Source: an optimization exercise on an open RTL-to-GDS flow (aim: small area, a short achievable clock period and few clock cycles). Production flows keep margins and buffers that such runs may drop. At most, simulation tests tie the RTL to the original design; equivalence was not proved. Power is estimated from default activity; no workload was simulated.

Design frame_reader, start of the top module:
module frame_reader (
    input  wire       clk,
    input  wire       rst,
    input  wire       in_valid,
    output wire       in_ready,
    input  wire [7:0] in_data,
    output wire       out_valid,
    input  wire       out_ready,
    output wire [7:0] out_data,
    output wire       out_last,
    output wire       out_discard
);
Size: ~1600 cells after synthesis.
Settings: LEC_CHECK=0, CAP_MARGIN=20, CORE_MARGIN=2, CORE_UTILIZATION=50, CTS_CLUSTER_DIAMETER=80, CTS_CLUSTER_SIZE=24, PLACE_DENSITY=0.65, SETUP_SLACK_MARGIN=3.8, SLEW_MARGIN=20, TNS_END_PERCENT=100; clock period 6.0 ns.
run.sh (not shown) runs the stock make flow with config.mk's settings and CLKGATE_MAP_FILE= SYNTH_SCRIPT=/design/flow/synth_recipe.tcl, a recipe that flattens the netlist after the stock synthesis.
Then changed:
--- a/flow/config.mk
+++ b/flow/config.mk
@@ -10,4 +10,4 @@
 export CORE_UTILIZATION = 50
-export CTS_CLUSTER_DIAMETER = 80
-export CTS_CLUSTER_SIZE = 24
+export CTS_CLUSTER_DIAMETER = 70
+export CTS_CLUSTER_SIZE = 20
 export PLACE_DENSITY = 0.65
=>
- synthesized area is unchanged
- via count stays flat
- global-route usage is about the same
- hold slack degrades by 0.0036 ns
- flip-flop and latch count stays the same
Function was not checked in any run of this note: the RTL went through the layout flow alone.

---

Another version of the RTL of frame_reader (not shown whole).
Size in the first run: ~1600 cells after synthesis, ~650 flip-flops, roughly 25000 um^2 of cells after synthesis.
export LEC_CHECK = 0
export CAP_MARGIN = 20
export CORE_MARGIN = 2
export CORE_UTILIZATION = 50
export CTS_CLUSTER_DIAMETER = 80
export CTS_CLUSTER_SIZE = 24
export GPL_ROUTABILITY_DRIVEN = 0
export PLACE_DENSITY = 0.65
export SETUP_SLACK_MARGIN = 3.8
export SLEW_MARGIN = 20
export TNS_END_PERCENT = 100
create_clock -name core_clock -period 6.0 [get_ports {clk}]
The starting point went through all stages and came out clean.
Testbench counts at the start, summed over its fixed seeds: cycles 32,718.
Next try:
- CORE_UTILIZATION: 50 -> 40
- GPL_ROUTABILITY_DRIVEN: 0 -> default
- PLACE_DENSITY: 0.65 -> 0.6
The new run completed without violations; total power shrinks by 1.8%; synthesized cell count stays the same; clock skew drops by 0.0088 ns.
Next try:
- CORE_UTILIZATION: 40 -> 55
- PLACE_DENSITY: 0.6 -> 0.7
- SETUP_SLACK_MARGIN: 3.8 -> 3.75
Outcome: Global-route usage rose by 6.5 points. Area after synthesis is unchanged. Worst setup slack gains 0.017 ns. Cell area fell slightly. Combinational power fell by a few percent. Hold slack gains 0.0083 ns. Critical path depth rose by 5.
Next try:
- CORE_UTILIZATION: 55 -> 50
- CTS_CLUSTER_DIAMETER: 80 -> 70
- CTS_CLUSTER_SIZE: 24 -> 20
- PLACE_DENSITY: 0.7 -> 0.65
- SETUP_SLACK_MARGIN: 3.75 -> 3.8
After rerunning: Final area is higher by 1.6%; power is higher by 1.6%; die area is higher by 9.8%; cell count is higher by 4.7%; via count hardly moves; global-route usage is lower by 1.3 points; count of clock-buffer cells in the layout is higher by 4.
Next try:
- CORE_UTILIZATION: 50 -> 65
- CTS_CLUSTER_DIAMETER: 70 -> 80
- CTS_CLUSTER_SIZE: 20 -> 24
- PLACE_DENSITY: 0.65 -> 0.8
The new run ran to the end with no violations.
Worst hold slack is better by 0.020 ns.
Via count rose by a few percent.
Sequential share of layout area goes up by 0.24 points.
Next try:
- CORE_UTILIZATION: 65 -> 50
- GPL_TIMING_DRIVEN: default -> 0
- PLACE_DENSITY: 0.8 -> 0.65
Outcome: Wire length increases by 6.8%; worst hold slack gets worse by 0.043 ns; core utilization goes down by 14 points; worst setup slack is better by 0.030 ns; area after synthesis stays the same; fmax rises by 1.2%; clock skew is higher by 0.013 ns; via count decreases by 0.32%; power rises by 0.52%.

---

run A:
frame_reader again, from the RTL that the note above started with.
clock: 6.0 ns
lec_check: 0
cap_margin: 20
core_margin: 2
core_utilization: 50
cts_cluster_diameter: 80
cts_cluster_size: 24
place_density: 0.65
setup_slack_margin: 3.85
slew_margin: 20
tns_end_percent: 100
Run A finished every step from synthesis to the final layout, and the layout passed the timing, design-rule and antenna checks.
Testbench counts of run A, summed over its fixed seeds: cycles 32,718.
What run B does differently from run A at the input level:
Settings: SETUP_SLACK_MARGIN: 3.85 -> 3.8; TNS_END_PERCENT: 100 -> 50.
- As of run B, placer congestion estimate had risen slightly compared to run A.
- Going from run A to run B, core utilization shrinks by 2.0 points.
- Re post-layout minimum cycle time: run A and run B aren't equal, and the higher value belongs to run B.
- Run B vs. run A: worst setup slack fell by 0.058 ns, routed wire length fell by 2700 µm, power spent charging and discharging nets fell by 4.8%, clock power fell by about 7%.
- The wire length of the first global-routing pass in run B sits 3000 µm below the value recorded for run A.
- Side by side, share of the final layout cell area in sequential cells turned out higher in run B than in run A.
- Relative to run A, the final total power measured on run B has decreased by a few percent.
What run C does differently from run B at the input level:
Settings: PLACE_DENSITY changed from 0.65 to 0.7; TNS_END_PERCENT changed from 50 to 100; CORE_UTILIZATION changed from 50 to 55.
- [compare] base=run B new=run C: global-route usage picked up an extra 2.1 points, design area neither gained nor lost much, portion of total power attributed to combinational logic picked up an extra 0.2 points, final core area utilization picked up an extra 5.9 points.
- Pin slew with the least headroom to its limit: higher on run B
- Against run B, vertical extent of the die in run C fell by a few percent.
- Diff run B -> run C: violation count after the first detailed-route iteration fell by 6.7%, total power fell by 100 µW.
Here is what was changed in the inputs of run D compared with run C.
Settings: CORE_UTILIZATION: 55 -> 50; PLACE_DENSITY: 0.7 -> 0.65.
[summary]
The global-route usage over all layers in run D was lower than what run C gave. On final core area utilization: run D sits below run C. Looking at worst setup path endpoint, the out_data[1] result is from run C; the in_ready one comes from run D. Run D against run C: minimum clock period went down; final wirelength went up. Run D against run C; length of routed met3 wiring is down by more than 10%. Run D against run C: count of fill cells added during filler insertion moved up; switching share of power level. Taking run C as the reference, in run D total chip power went up; final standard cell area without fillers went up. Worst setup slack: run D vs run C up 0.049 ns. In run D relative to run C, non-clock buffer count had gone up by more than 10%.
What run E does differently from run D at the input level:
Settings: a change of SLEW_MARGIN from 20 to 10; a change of CAP_MARGIN from 20 to 10.
==> comparison <==
- Run D and run E ended up with roughly the same part of the total power dissipated in the clock network.
- Synthesized cell count: run D vs run E identical
- Run D -> run E: least setup slack across all paths after layout delta 0, exact match
- Reported for run D and run E, estimated wirelength of the detail-placed design turned out identical to the last digit.
- From run E to run D, TritonCTS buffer count did not move at all.

---

frame_reader, a different RTL version from the one above (not shown whole).
Size: about 1,500 cells after synthesis, ~650 flip-flops, roughly 24 I/O pins.
==> flow/design.v (excerpt) <==
module frame_reader (
    input  wire       clk,
    input  wire       rst,
    input  wire       in_valid,
    output wire       in_ready,
    input  wire [7:0] in_data,
    output wire       out_valid,
    input  wire       out_ready,
    output wire [7:0] out_data,
    output wire       out_last,
    output wire       out_discard
);
clock: 6.0 ns
lec_check: 0
cap_margin: 20
core_margin: 2
core_utilization: 40
cts_cluster_diameter: 80
cts_cluster_size: 24
place_density: 0.6
setup_slack_margin: 3.8
slew_margin: 20
tns_end_percent: 100
The first run went through all stages and came out clean.
Then changed:
- SETUP_SLACK_MARGIN: 3.8 -> 3.95
- synthesized area does not change
- power drops by 0.87%
- final cell count climbs by 2.1%
- first-iteration DRC count climbs by 26%
- count of clock-buffer cells in the layout climbs by 2
- global-route usage climbs by 0.54 points
- clock skew drops by 0.0049 ns
- fmax drops by about 2.3%
- combinational power drops by about 0.7%
No run of this note included a check of the RTL's function; only the layout flow was run.

---

RTL: one of the versions met above, not the one the previous note started from.
Size: ~1600 cells after synthesis, ~24 I/O pins.
make LEC_CHECK=0 CAP_MARGIN=5 CORE_MARGIN=2 CORE_UTILIZATION=50 CTS_CLUSTER_DIAMETER=80 CTS_CLUSTER_SIZE=24 PLACE_DENSITY=0.65 SETUP_SLACK_MARGIN=3.8 SLEW_MARGIN=5 TNS_END_PERCENT=100 finish   # period 6.0 ns
Testbench counts at the start, summed over its fixed seeds: cycles 32,718.
Then changed:
- CAP_MARGIN: 5 -> 20
- SLEW_MARGIN: 5 -> 20
- TNS_END_PERCENT: 100 -> 20
The new run completed with no timing, DRC or antenna violations.
Wire length falls by about 2.6%.
Setup slack got worse by 84 ps.
Power falls by about 0.8%.
Clock power hardly moves.
Clock-buffer cell count rises by 1.
First-iteration DRC count rises by about 4.4%.
Area after synthesis stays the same.
Sequential share of layout area rises by 0.52 points.
Combinational power falls by about 4%.
Sequential power hardly moves.

---

frame_reader, a different RTL version from the one above (not shown whole).
Size in the first run: roughly 1,500 cells after synthesis, about 650 flip-flops, roughly 24 I/O pins, roughly 25,000 µm² of cells after synthesis.
export LEC_CHECK = 0
export CAP_MARGIN = 20
export CORE_MARGIN = 2
export CORE_UTILIZATION = 40
export CTS_CLUSTER_DIAMETER = 80
export CTS_CLUSTER_SIZE = 24
export PLACE_DENSITY = 0.6
export SETUP_SLACK_MARGIN = 3.65
export SLEW_MARGIN = 20
export TNS_END_PERCENT = 100
create_clock -name core_clock -period 6.0 [get_ports {clk}]
Testbench counts at the start, summed over its fixed seeds: cycles 32,718.
==> next run, changes <==
Settings changed: CORE_UTILIZATION 40 to 55, PLACE_DENSITY 0.6 to 0.7, SETUP_SLACK_MARGIN 3.65 to 3.8.
- utilization is higher by 18 points
- worst setup slack gains 0.044 ns
- design area is lower slightly
- first-iteration DRC count is lower by roughly a tenth
- routed wire length is lower by a few percent
- non-clock buffer count is lower by 10
- synthesized area does not change
- cell count is lower by a little under a tenth
- global-route usage is higher by 6.1 points
- clock skew is lower by 0.0047 ns
- combinational power is higher by roughly a tenth
==> next run, changes <==
Settings changed: CORE_UTILIZATION 55 to 40, PLACE_DENSITY 0.7 to 0.6.
Result: Non-clock buffer count increases by 16; clock-buffer cell count decreases by 3; final area increases by 2.1%; die area increases by 37%; via count increases by 1.1%; cell count increases by 9.7%; routed wire length increases by 9.9%; power increases by 4.0%.

---

The RTL this note starts from:
==> flow/design.v <==
module frame_reader (
    input  wire       clk,
    input  wire       rst,
    input  wire       in_valid,
    output wire       in_ready,
    input  wire [7:0] in_data,
    output wire       out_valid,
    input  wire       out_ready,
    output wire [7:0] out_data,
    output wire       out_last,
    output wire       out_discard
);
    localparam [7:0] MAGIC0      = 8'h55;
    localparam [7:0] MAGIC1      = 8'hAA;
    localparam [7:0] MAX_PAYLOAD = 8'd57;
    localparam [2:0] S_IDLE = 3'd0,    
                     S_M1   = 3'd1,    
                     S_ID   = 3'd2,    
                     S_LS   = 3'd3,    
                     S_LEN  = 3'd4,    
                     S_BODY = 3'd5;    
    reg        in_rdy_r;
    reg        bv;                     
    reg  [7:0] b;
    assign in_ready = in_rdy_r;
    always @(posedge clk) begin
        b  <= in_data;
        bv <= in_valid && in_rdy_r && !rst;
    end
    reg  [7:0] ring [0:63];
    reg  [6:0] wptr;                   
    reg  [6:0] rptr;                   
    reg  [2:0] st;
    reg  [5:0] rem;                    
    reg [15:0] crc;                    
    reg        dec_v;                  
    reg        dec_bad;                
    wire store = bv && (st == S_ID || st == S_LS || st == S_LEN || st == S_BODY);
    reg [15:0] crc_next;
    integer    i;
    always @* begin
        crc_next = ((st == S_LEN) ? 16'h0000 : crc) ^ {8'h00, b};
        for (i = 0; i < 8; i = i + 1) begin
            if (crc_next[0])
                crc_next = (crc_next >> 1) ^ 16'h8408;
            else
                crc_next = crc_next >> 1;
        end
    end
    always @(posedge clk) begin
        if (store)
            ring[wptr[5:0]] <= b;
    end
    localparam integer QD = 4;
    reg  [6:0] q_ent [0:QD-1];
    reg  [1:0] q_wp, q_rp;
    reg  [2:0] q_cnt;
    wire       push      = dec_v;
    wire       push_disc = dec_bad || (crc != 16'h0000);
    wire [5:0] push_last = push_disc ? (wptr[5:0] - 6'd1) : (wptr[5:0] - 6'd3);
    always @(posedge clk) begin
        if (rst) begin
            st    <= S_IDLE;
            wptr  <= 7'd0;
            dec_v <= 1'b0;
        end else begin
            dec_v <= 1'b0;
            if (push && !push_disc)
                wptr <= wptr - 7'd2;           
            else if (store)
                wptr <= wptr + 7'd1;
            if (bv) begin
                case (st)
                    S_IDLE: if (b == MAGIC0) st <= S_M1;
                    S_M1:   if (b == MAGIC1) st <= S_ID;
                            else if (b != MAGIC0) st <= S_IDLE;
                    S_ID:   st <= S_LS;
                    S_LS:   st <= S_LEN;
                    S_LEN: begin
                        rem <= b[5:0];
                        crc <= crc_next;
                        if (b > MAX_PAYLOAD) begin
                            st      <= S_IDLE;
                            dec_v   <= 1'b1;
                            dec_bad <= 1'b1;
                        end else begin
                            st <= S_BODY;
                        end
                    end
                    S_BODY: begin
                        rem <= rem - 6'd1;
                        crc <= crc_next;
                        if (rem == 6'h3F) begin
                            st      <= S_IDLE;
                            dec_v   <= 1'b1;
                            dec_bad <= 1'b0;
                        end
                    end
                    default: st <= S_IDLE;
                endcase
            end
        end
    end
    reg        ov;
    reg  [7:0] od;
    reg        ol;
    reg        odisc;
    reg  [1:0] pre;                    
    assign out_valid   = ov;
    assign out_data    = od;
    assign out_last    = ol;
    assign out_discard = odisc;
    wire       have     = (q_cnt != 3'd0);
    wire [6:0] head     = q_ent[q_rp];
    wire       h_disc   = head[6];
    wire       in_pre   = h_disc && !pre[1];
    wire       h_last   = !in_pre && (rptr[5:0] == head[5:0]);
    wire       adv      = !ov || out_ready;
    wire       pop      = adv && have && h_last;
    always @(posedge clk) begin
        if (adv) begin
            od    <= in_pre ? (pre[0] ? MAGIC1 : MAGIC0) : ring[rptr[5:0]];
            ol    <= h_last;
            odisc <= h_disc;
        end
        if (push)
            q_ent[q_wp] <= {push_disc, push_last};
        if (rst) begin
            ov    <= 1'b0;
            pre   <= 2'd0;
            rptr  <= 7'd0;
            q_wp  <= 2'd0;
            q_rp  <= 2'd0;
            q_cnt <= 3'd0;
        end else begin
            if (adv)
                ov <= have;
            if (adv && have) begin
                if (in_pre)
                    pre <= pre + 2'd1;
                else
                    rptr <= rptr + 7'd1;
                if (h_last)
                    pre <= 2'd0;
            end
            if (push)
                q_wp <= q_wp + 2'd1;
            if (pop)
                q_rp <= q_rp + 2'd1;
            q_cnt <= q_cnt + {2'b00, push} - {2'b00, pop};
        end
    end
    wire [6:0] occ = wptr - rptr;
    always @(posedge clk) begin
        if (rst)
            in_rdy_r <= 1'b1;
        else
            in_rdy_r <= (occ <= 7'd61) && (q_cnt <= QD - 1);
    end
endmodule
==> flow/config.mk <==
export PLATFORM = sky130hd
export DESIGN_NAME = frame_reader
export DESIGN_NICKNAME = frame_reader
export VERILOG_FILES = /design/flow/design.v
export SDC_FILE = /design/flow/constraint.sdc
export NUM_CORES = 4
export LEC_CHECK = 0
export ABC_CLOCK_PERIOD_IN_PS = 2000
export CAP_MARGIN = 20
export CORE_MARGIN = 2
export CORE_UTILIZATION = 40
export PLACE_DENSITY = 0.6
export SETUP_SLACK_MARGIN = 3.8
export SLEW_MARGIN = 20
export TNS_END_PERCENT = 100
==> flow/constraint.sdc <==
create_clock -name core_clock -period 6.0 [get_ports {clk}]
set_input_delay 1.2000 -clock core_clock [delete_from_list [all_inputs] [get_ports {clk}]]
set_output_delay 1.2000 -clock core_clock [all_outputs]
set_load 0.01 [all_outputs]
Then changed:
--- a/flow/config.mk
+++ b/flow/config.mk
@@ -6,10 +6,7 @@
 export NUM_CORES = 4
 export LEC_CHECK = 0
-export ABC_CLOCK_PERIOD_IN_PS = 2000
 export CAP_MARGIN = 20
 export CORE_MARGIN = 2
 export CORE_UTILIZATION = 40
 export PLACE_DENSITY = 0.6
-export SETUP_SLACK_MARGIN = 3.8
 export SLEW_MARGIN = 20
-export TNS_END_PERCENT = 100
=>
- routed wire length came out lower by a little under a tenth
- first-iteration DRC count shrinks by about a fifth
- via count decreases by a few percent
No run of this note included a check of the RTL's function; only the layout flow was run.

---

Another version of the RTL of frame_reader (not shown whole).
For scale: ~1600 cells after synthesis, about 24 I/O pins, roughly 0.025 sq mm of cells after synthesis.
// frame_reader
module frame_reader (
    input  wire       clk,
    input  wire       rst,
    input  wire       in_valid,
    output wire       in_ready,
    input  wire [7:0] in_data,
    output wire       out_valid,
    input  wire       out_ready,
    output wire [7:0] out_data,
    output wire       out_last,
    output wire       out_discard
);
Settings: LEC_CHECK=0, CAP_MARGIN=20, CORE_MARGIN=2, CORE_UTILIZATION=55, PLACE_DENSITY=0.7, SETUP_SLACK_MARGIN=3.7, SLEW_MARGIN=20, TNS_END_PERCENT=100; clock period 6.0 ns.
The starting point passed the timing, design-rule and antenna checks.
Edit:
CORE_UTILIZATION = 40   (was 55)
PLACE_DENSITY = 0.6   (was 0.7)
SETUP_SLACK_MARGIN = 3.8   (was 3.7)
What happened: The new run went through all stages and came out clean; power is higher slightly; worst setup slack is better by 0.069 ns; maximum frequency came out higher by a few percent; utilization fell by 16 points; synthesized area is unchanged; via count is higher slightly; count of clock-buffer cells in the layout went up by 3; clock power barely changes; die area went up by well over a third; first-iteration DRC count shrinks by roughly a tenth; global-route usage goes down by 5.7 points.
Edit:
CTS_CLUSTER_DIAMETER = 80   (was not set)
CTS_CLUSTER_SIZE = 24   (was not set)
SETUP_SLACK_MARGIN = 3.65   (was 3.8)
=> Synthesized area is unchanged. Design area is lower by 6.8%. Register-to-register slack loses 0.05 ns. Wire length shrinks by 9.5%. Cell count decreases by 3.7%. Combinational power is lower by about 10%. Global-route usage is lower by 2.1 points.
Edit:
CTS_CLUSTER_DIAMETER = 100   (was 80)
CTS_CLUSTER_SIZE = 30   (was 24)
SETUP_SLACK_MARGIN = 3.7   (was 3.65)
- global-route usage is higher by 0.42 points
- sequential share of layout area goes up by 0.25 points
- register-to-register slack loses 0.09 ns
- routed wire length rose by 3.0%
No run of this note included a check of the RTL's function; only the layout flow was run.

re-timing with driven ports:
The flow's constraints put no driver on any port. The routed layouts listed below were extracted and timed again, unchanged, in two steps. Step 1 assumes that a clkbuf_16 drives the clock port and a buf_2 every other input. Step 2 times the ports against the registers' clock, not the clock port: input delays grow and output delays shrink by t, the midpoint of the rising clock arrivals with the driver on. Slacks: ideal ports / drivers / drivers and shift; pairs: ideal ports / drivers.
run | t, ns | setup slack, ns | worst register clock-pin slew, ns
the first run of note 1 | 0.687 | 3.711 / 3.651 / 3.172 | 0.10 / 0.10
the second run of note 1 | 0.639 | 3.764 / 3.704 / 3.253 | 0.09 / 0.09
the first run of note 2 | 0.635 | 3.750 / 3.688 / 3.222 | 0.10 / 0.10
the second run of note 2 | 0.669 | 3.713 / 3.652 / 3.190 | 0.10 / 0.10
the third run of note 2 | 0.625 | 3.729 / 3.714 / 3.171 | 0.09 / 0.09
the fourth run of note 2 | 0.631 | 3.755 / 3.694 / 3.216 | 0.08 / 0.08
the fifth run of note 2 | 0.673 | 3.442 / 3.442 / 3.170 | 0.10 / 0.10
the sixth run of note 2 | 0.662 | 3.472 / 3.472 / 3.160 | 0.10 / 0.10
run A | 0.620 | 3.767 / 3.712 / 3.264 | 0.10 / 0.10
run B | 0.674 | 3.709 / 3.651 / 3.191 | 0.10 / 0.10
run C | 0.679 | 3.711 / 3.651 / 3.187 | 0.10 / 0.10
run D | 0.621 | 3.760 / 3.704 / 3.210 | 0.10 / 0.10
run E | 0.621 | 3.760 / 3.704 / 3.210 | 0.10 / 0.10
the first run of note 4 | 0.629 | 3.513 / 3.513 / 3.265 | 0.10 / 0.10
the second run of note 4 | 0.639 | 3.455 / 3.455 / 3.310 | 0.10 / 0.10
the first run of note 5 | 0.621 | 3.760 / 3.704 / 3.210 | 0.10 / 0.10
the second run of note 5 | 0.629 | 3.677 / 3.614 / 3.189 | 0.10 / 0.10
the first run of note 6 | 0.633 | 3.669 / 3.652 / 3.097 | 0.11 / 0.11
the second run of note 6 | 0.661 | 3.713 / 3.656 / 3.206 | 0.10 / 0.10
the third run of note 6 | 0.635 | 3.727 / 3.668 / 3.203 | 0.11 / 0.11
the first run of note 7 | 0.679 | 3.186 / 3.186 / 2.747 | 0.07 / 0.07
the second run of note 7 | 0.645 | 2.369 / 2.403 / 1.759 | 0.06 / 0.06
the first run of note 8 | 0.635 | 3.592 / 3.592 / 3.165 | 0.07 / 0.07
the second run of note 8 | 0.653 | 3.661 / 3.660 / 3.315 | 0.07 / 0.07
the third run of note 8 | 0.631 | 3.614 / 3.614 / 3.045 | 0.10 / 0.10
the fourth run of note 8 | 0.666 | 3.525 / 3.525 / 3.103 | 0.12 / 0.12
After both steps setup and hold are still met in every run listed. The setup slack of the second run of note 7, which loses most, moves by +0.034 ns with the drivers and by -0.610 ns with both steps.
